Context: an optimization exercise on an open-source flow, tuned for small area, a short achievable clock period and few clock cycles. The choices shown serve that exercise and are no tape-out recipe.
Where RTL was checked, it was by simulation tests only, not by an equivalence proof against the original.
Power is estimated from default activity; no workload was simulated.

==> flow/design.v <==
module gfce_crc_byte (
    input  wire [15:0] crc_in,
    input  wire [7:0]  data,
    output wire [15:0] crc_out
);
    wire [7:0] x0 = crc_in[7:0] ^ data;
    wire [7:0] x  = {x0[7:4] ^ x0[3:0], x0[3:0]};
    assign crc_out = {8'h00, crc_in[15:8]} ^ {x, 8'h00} ^ {5'h00, x, 3'h0} ^ {12'h000, x[7:4]};
endmodule
module gfce_tx #(
    parameter [7:0] LOCAL_ADDR = 8'h42
) (
    input  wire       clk,
    input  wire       rst,
    input  wire       req_valid,
    output wire       req_ready,
    input  wire [7:0] req_dest,
    input  wire [7:0] req_cmd,
    input  wire [7:0] req_plen,
    input  wire       pl_valid,
    output wire       pl_ready,
    input  wire [7:0] pl_data,
    output wire       out_valid,
    input  wire       out_ready,
    output wire [7:0] out_data,
    output wire       done,
    output wire [3:0] done_status,
    output wire [7:0] done_inserted
);
    localparam [7:0] ESC = 8'hE0, ACK = 8'hE1, SOF = 8'hE2, EOF = 8'hE3;
    localparam [15:0] CRC_SOF = 16'hC4FF;    
    reg s_start, s_dest, s_len, s_src, s_cmd, s_pay, s_crch, s_crcl, s_eof, s_ack, s_rej;
    reg        hv;             
    reg [7:0]  h;
    reg        pend;           
    reg [1:0]  pend_lo;        
    reg [15:0] crc;            
    reg [7:0]  count;          
    reg [7:0]  inserted;       
    reg        ack_wait;       
    reg        rq_idle;        
    reg        pay_go;         
    reg        pay_idle;       
    wire gen = !hv || out_ready;     
    wire pop = hv && out_ready;
    assign out_valid     = hv;
    assign out_data      = h;
    assign done          = s_rej || (ack_wait && out_ready);
    assign done_status   = {s_rej, 3'b000};
    assign done_inserted = inserted;
    function automatic is_res(input [7:0] b);
        is_res = (b[7:2] == 6'b111000);
    endfunction
    wire       too_long = (req_plen[7:3] == 5'b11111);    
    wire [7:0] fc = ({8{s_dest}} & req_dest) | ({8{s_len}} & count) |
                    ({8{s_src}} & LOCAL_ADDR) | ({8{s_cmd}} & req_cmd) |
                    ({8{s_pay}} & pl_data);
    wire [7:0] fb = fc | ({8{s_crch}} & crc[15:8]) | ({8{s_crcl}} & crc[7:0]);
    wire res = (s_dest && is_res(req_dest)) || (s_len && is_res(count)) ||
               (s_cmd && is_res(req_cmd)) || (s_pay && is_res(pl_data)) ||
               (s_crch && is_res(crc[15:8])) || (s_crcl && is_res(crc[7:0]));
    wire [15:0] crc_next;
    gfce_crc_byte u_crc (.crc_in(crc), .data(fc), .crc_out(crc_next));
    wire interior = s_dest || s_len || s_src || s_cmd || s_pay || s_crch || s_crcl;
    wire ready_st = (interior && !s_pay) || (s_pay && pl_valid) || s_eof || s_ack;
    wire go       = gen && !pend;
    wire proc     = go && ready_st;                           
    wire start    = gen && s_start && req_valid && !too_long;  
    wire reject   = s_start && !hv && req_valid && too_long;
    wire esc_now  = proc && res;
    wire push     = gen && (pend || ready_st || (s_start && req_valid && !too_long));
    assign req_ready = rq_idle || (s_cmd && out_ready);
    assign pl_ready  = pay_idle || (pay_go && out_ready);
    reg [7:0] pb;
    always @(*) begin
        if (pend)
            pb = {6'b110000, pend_lo};
        else if (s_start)
            pb = SOF;
        else if (s_eof)
            pb = EOF;
        else if (s_ack)
            pb = ACK;
        else if (res)
            pb = ESC;
        else
            pb = fb;
    end
    reg s_start_n, s_dest_n, s_len_n, s_src_n, s_cmd_n, s_pay_n, s_crch_n, s_crcl_n,
        s_eof_n, s_ack_n, s_rej_n, hv_n, pend_n;
    always @(*) begin
        {s_start_n, s_dest_n, s_len_n, s_src_n, s_cmd_n, s_pay_n, s_crch_n, s_crcl_n,
         s_eof_n, s_ack_n, s_rej_n} =
            {s_start, s_dest, s_len, s_src, s_cmd, s_pay, s_crch, s_crcl, s_eof, s_ack, s_rej};
        hv_n   = hv;
        pend_n = pend;
        if (push) hv_n = 1'b1;
        else if (pop) hv_n = 1'b0;
        if (gen) begin
            if (pend) pend_n = 1'b0;
            else if (esc_now) pend_n = 1'b1;
        end
        if (start) begin
            s_start_n = 1'b0;
            s_dest_n  = 1'b1;
        end
        if (reject) begin
            s_start_n = 1'b0;
            s_rej_n   = 1'b1;
        end
        if (s_rej) begin
            s_rej_n   = 1'b0;
            s_start_n = 1'b1;
        end
        if (proc) begin
            s_dest_n = 1'b0;
            s_len_n  = s_dest;
            s_src_n  = s_len;
            s_cmd_n  = s_src;
            s_crcl_n = s_crch;
            s_eof_n  = s_crcl;
            s_ack_n  = s_eof;
            if (s_ack) s_start_n = 1'b1;
            if (s_cmd) begin
                s_pay_n  = (count != 8'd8);
                s_crch_n = (count == 8'd8);
            end else begin
                s_pay_n  = s_pay && (count != 8'd9);
                s_crch_n = s_pay && (count == 8'd9);
            end
        end
    end
    always @(posedge clk) begin
        if (rst) begin
            {s_start, s_dest, s_len, s_src, s_cmd, s_pay, s_crch, s_crcl, s_eof, s_ack, s_rej} <=
                11'b100_0000_0000;
            hv       <= 1'b0;
            pend     <= 1'b0;
            ack_wait <= 1'b0;
            rq_idle  <= 1'b0;
            pay_go   <= 1'b0;
            pay_idle <= 1'b0;
        end else begin
            {s_start, s_dest, s_len, s_src, s_cmd, s_pay, s_crch, s_crcl, s_eof, s_ack, s_rej} <=
                {s_start_n, s_dest_n, s_len_n, s_src_n, s_cmd_n, s_pay_n, s_crch_n, s_crcl_n,
                 s_eof_n, s_ack_n, s_rej_n};
            hv       <= hv_n;
            pend     <= pend_n;
            ack_wait <= s_start_n && hv_n;
            rq_idle  <= s_rej_n || (s_cmd_n && !hv_n);
            pay_go   <= s_pay_n && !pend_n;
            pay_idle <= s_pay_n && !pend_n && !hv_n;
        end
    end
    always @(posedge clk) begin
        if (push) h <= pb;
        if (!pend) pend_lo <= fb[1:0];
        if (start)
            crc <= CRC_SOF;
        else if (proc && (s_dest || s_len || s_src || s_cmd || s_pay))
            crc <= crc_next;
        if (start)
            inserted <= 8'd0;
        else if (pend && gen)
            inserted <= inserted + 8'd1;
        if (s_start)
            count <= {req_plen[7:3] + 5'd1, req_plen[2:0]};
        else if (proc && s_pay)
            count <= count - 8'd1;
    end
endmodule
module gfce_rx (
    input  wire       clk,
    input  wire       rst,
    input  wire       in_valid,
    output wire       in_ready,
    input  wire [7:0] in_data,
    output reg        pl_valid,
    output reg  [7:0] pl_data,
    output reg        done,
    output wire [3:0] status,
    output wire [7:0] msg_dest,
    output wire [7:0] msg_len,
    output wire [7:0] msg_src,
    output wire [7:0] msg_cmd
);
    localparam [7:0] ESC = 8'hE0, SOF = 8'hE2, EOF = 8'hE3;
    localparam [7:0] RX_LIMIT = 8'd255;    
    localparam [15:0] CRC_SOF = 16'hC4FF;  
    reg [7:0]  idx;         
    reg        escp;        
    reg        escerr;      
    reg        len_ok;      
    reg        early;       
    reg [15:0] crc;         
    reg [7:0]  d1, d2;      
    reg [7:0]  b_dest, b_len, b_src, b_cmd;
    reg [2:0]  st;
    assign in_ready = 1'b1;
    assign status   = {1'b0, st};
    assign msg_dest = b_dest;
    assign msg_len  = b_len;
    assign msg_src  = b_src;
    assign msg_cmd  = b_cmd;
    wire [15:0] crc_next;
    gfce_crc_byte u_crc (.crc_in(crc), .data(d2), .crc_out(crc_next));
    wire is_sof = (in_data == SOF);
    wire is_eof = (in_data == EOF);
    wire is_esc = (in_data == ESC);
    wire [7:0] value    = {in_data[7:6], in_data[5] ^ escp, in_data[4:0]};
    wire       reserved = (value[7:2] == 6'b111000);
    wire       other    = in_valid && !is_sof && !is_eof && !is_esc;
    wire       store    = other && (idx != RX_LIMIT);
    wire       restart  = in_valid && (is_sof || is_eof);
    wire len_bad = (idx[7:1] == 7'd0) || !len_ok;
    wire crc_bad = (crc != {d2, d1});
    wire lowlen   = (b_len[7:3] == 5'd0);
    wire lsmall  = len_bad || (!crc_bad && lowlen);
    wire [2:0] eof_status = {escerr || escp || (!len_bad && crc_bad),
                             escerr || escp || lsmall,
                             escerr || (!escp && lsmall)};
    always @(posedge clk) begin
        if (rst) begin
            idx      <= 8'd0;
            escp     <= 1'b0;
            escerr   <= 1'b0;
            pl_valid <= 1'b0;
            done     <= 1'b0;
            early    <= 1'b1;
        end else begin
            done     <= in_valid && is_eof;
            pl_valid <= store && (idx >= 8'd6);
            if (restart) begin
                early  <= 1'b1;
                idx    <= 8'd0;
                escp   <= 1'b0;
                escerr <= 1'b0;
            end else if (in_valid && is_esc) begin
                if (escp)
                    escerr <= 1'b1;
                escp <= 1'b1;
            end else if (other) begin
                escp <= 1'b0;
                if (escp && !reserved)
                    escerr <= 1'b1;
                if (store)
                    idx <= idx + 8'd1;
                if (store && idx[1:0] == 2'd3)
                    early <= 1'b0;
            end
        end
    end
    always @(posedge clk) begin
        pl_data <= d2;
        if (in_valid && is_eof)
            st <= eof_status;
        if (rst || restart)
            crc <= CRC_SOF;
        else if (store && (idx >= 8'd2))
            crc <= crc_next;
        if (store) begin
            d1 <= value;
            d2 <= d1;
            if (idx == 8'd1)
                len_ok <= (value == 8'd4);
            else
                len_ok <= ({1'b0, b_len} == {1'b0, idx} + 9'd3);
            if (early) begin
                case (idx[1:0])
                    2'd0: b_dest <= value;
                    2'd1: b_len  <= value;
                    2'd2: b_src  <= value;
                    2'd3: b_cmd  <= value;
                endcase
            end
        end
    end
endmodule
module gfce_codec (
    input  wire       clk,
    input  wire       rst,
    input  wire       tx_req_valid,
    output wire       tx_req_ready,
    input  wire [7:0] tx_req_dest,
    input  wire [7:0] tx_req_cmd,
    input  wire [7:0] tx_req_plen,
    input  wire       tx_pl_valid,
    output wire       tx_pl_ready,
    input  wire [7:0] tx_pl_data,
    output wire       tx_out_valid,
    input  wire       tx_out_ready,
    output wire [7:0] tx_out_data,
    output wire       tx_done,
    output wire [3:0] tx_done_status,
    output wire [7:0] tx_done_inserted,
    input  wire       rx_in_valid,
    output wire       rx_in_ready,
    input  wire [7:0] rx_in_data,
    output wire       rx_pl_valid,
    output wire [7:0] rx_pl_data,
    output wire       rx_done,
    output wire [3:0] rx_status,
    output wire [7:0] rx_dest,
    output wire [7:0] rx_len,
    output wire [7:0] rx_src,
    output wire [7:0] rx_cmd
);
    gfce_tx #(.LOCAL_ADDR(8'h42)) u_tx (
        .clk(clk), .rst(rst),
        .req_valid(tx_req_valid), .req_ready(tx_req_ready),
        .req_dest(tx_req_dest), .req_cmd(tx_req_cmd), .req_plen(tx_req_plen),
        .pl_valid(tx_pl_valid), .pl_ready(tx_pl_ready), .pl_data(tx_pl_data),
        .out_valid(tx_out_valid), .out_ready(tx_out_ready), .out_data(tx_out_data),
        .done(tx_done), .done_status(tx_done_status), .done_inserted(tx_done_inserted)
    );
    gfce_rx u_rx (
        .clk(clk), .rst(rst),
        .in_valid(rx_in_valid), .in_ready(rx_in_ready), .in_data(rx_in_data),
        .pl_valid(rx_pl_valid), .pl_data(rx_pl_data),
        .done(rx_done), .status(rx_status),
        .msg_dest(rx_dest), .msg_len(rx_len), .msg_src(rx_src), .msg_cmd(rx_cmd)
    );
endmodule
==> flow/config.mk <==
export PLATFORM = sky130hd
export DESIGN_NAME = gfce_codec
export DESIGN_NICKNAME = gfce_codec
export VERILOG_FILES = /design/flow/design.v
export SDC_FILE = /design/flow/constraint.sdc
export NUM_CORES = 4
export LEC_CHECK = 0
export CAP_MARGIN = 20
export CORE_MARGIN = 2
export CORE_UTILIZATION = 35
export CTS_BUF_LIST = sky130_fd_sc_hd__clkbuf_8
export SETUP_SLACK_MARGIN = 1.9
export SLEW_MARGIN = 20
==> flow/constraint.sdc <==
create_clock -name core_clock -period 4.0 [get_ports {clk}]
set_input_delay 0.8000 -clock core_clock [delete_from_list [all_inputs] [get_ports {clk}]]
set_output_delay 0.8000 -clock core_clock [all_outputs]
set_load 0.01 [all_outputs]
standard.sh (not shown) runs the stock make flow with config.mk's settings and CLKGATE_MAP_FILE= SYNTH_SCRIPT=/design/flow/synth_recipe.tcl, a recipe that flattens the netlist after the stock synthesis.
==> flow/flow/run.sh <==
#!/bin/bash
set -euo pipefail
export BUFFER_PORTS_ARGS="-buffer_cell sky130_fd_sc_hd__buf_1"
export CTS_ARGS="-sink_clustering_enable -repair_clock_nets -buf_list sky130_fd_sc_hd__clkbuf_8 -dont_use_dummy_load"
bash standard.sh > standard_flow.log 2>&1
Then changed:
--- a/flow/design.v
+++ b/flow/design.v
@@ -1,14 +1,21 @@
 module gfce_crc_byte (
     input  wire [15:0] crc_in,
     input  wire [7:0]  data,
-    output wire [15:0] crc_out
+    output reg  [15:0] crc_out
 );
-    wire [7:0] x0 = crc_in[7:0] ^ data;
-    wire [7:0] x  = {x0[7:4] ^ x0[3:0], x0[3:0]};
-    assign crc_out = {8'h00, crc_in[15:8]} ^ {x, 8'h00} ^ {5'h00, x, 3'h0} ^ {12'h000, x[7:4]};
+    integer i;
+    always @(*) begin
+        crc_out = crc_in ^ {8'h00, data};
+        for (i = 0; i < 8; i = i + 1) begin
+            if (crc_out[0])
+                crc_out = (crc_out >> 1) ^ 16'h8408;
+            else
+                crc_out = crc_out >> 1;
+        end
+    end
 endmodule
 module gfce_tx #(
     parameter [7:0] LOCAL_ADDR = 8'h42
 ) (
     input  wire       clk,
     input  wire       rst,
=> Setup slack improved by 37 ps. Via count came out lower by 2.0%. Die area went up by 2.2%. Clock power is about the same. Wire length went down by 2.5%. Hold slack gets better by 14 ps.
Testbench counts after the change, summed over its fixed seeds: cycles 18,293.
For the first run of this note, only the layout was checked, not whether the RTL still works.

[re-timing with driven ports]
In the flow no input, the clock included, has a driving cell. The finished layouts below were timed again as built, in two steps. Step 1 sets driving cells, clkbuf_16 on the clock port and buf_2 on the other inputs (assumed; they add their load-dependent delay and slew). Step 2 times the ports against the registers' clock, not the clock port: input delays grow and output delays shrink by t, the midpoint of the rising clock arrivals with the driver on. Slacks: ideal / step 1 / step 2; pairs: ideal / step 1.
run	t (ns)	slack for setup (ns)	worst setup path after step 2	clock arrival spread, ns
the first run	0.469	1.919 / 1.895 / 1.501	input to register	0.043 / 0.044
the second run	0.476	1.956 / 1.910 / 1.574	input to register	0.027 / 0.027
After both steps setup and hold are still met in every run listed. For the first run, which loses most, drivers alone change the setup slack by -0.024 ns; drivers and shift together by -0.418 ns.
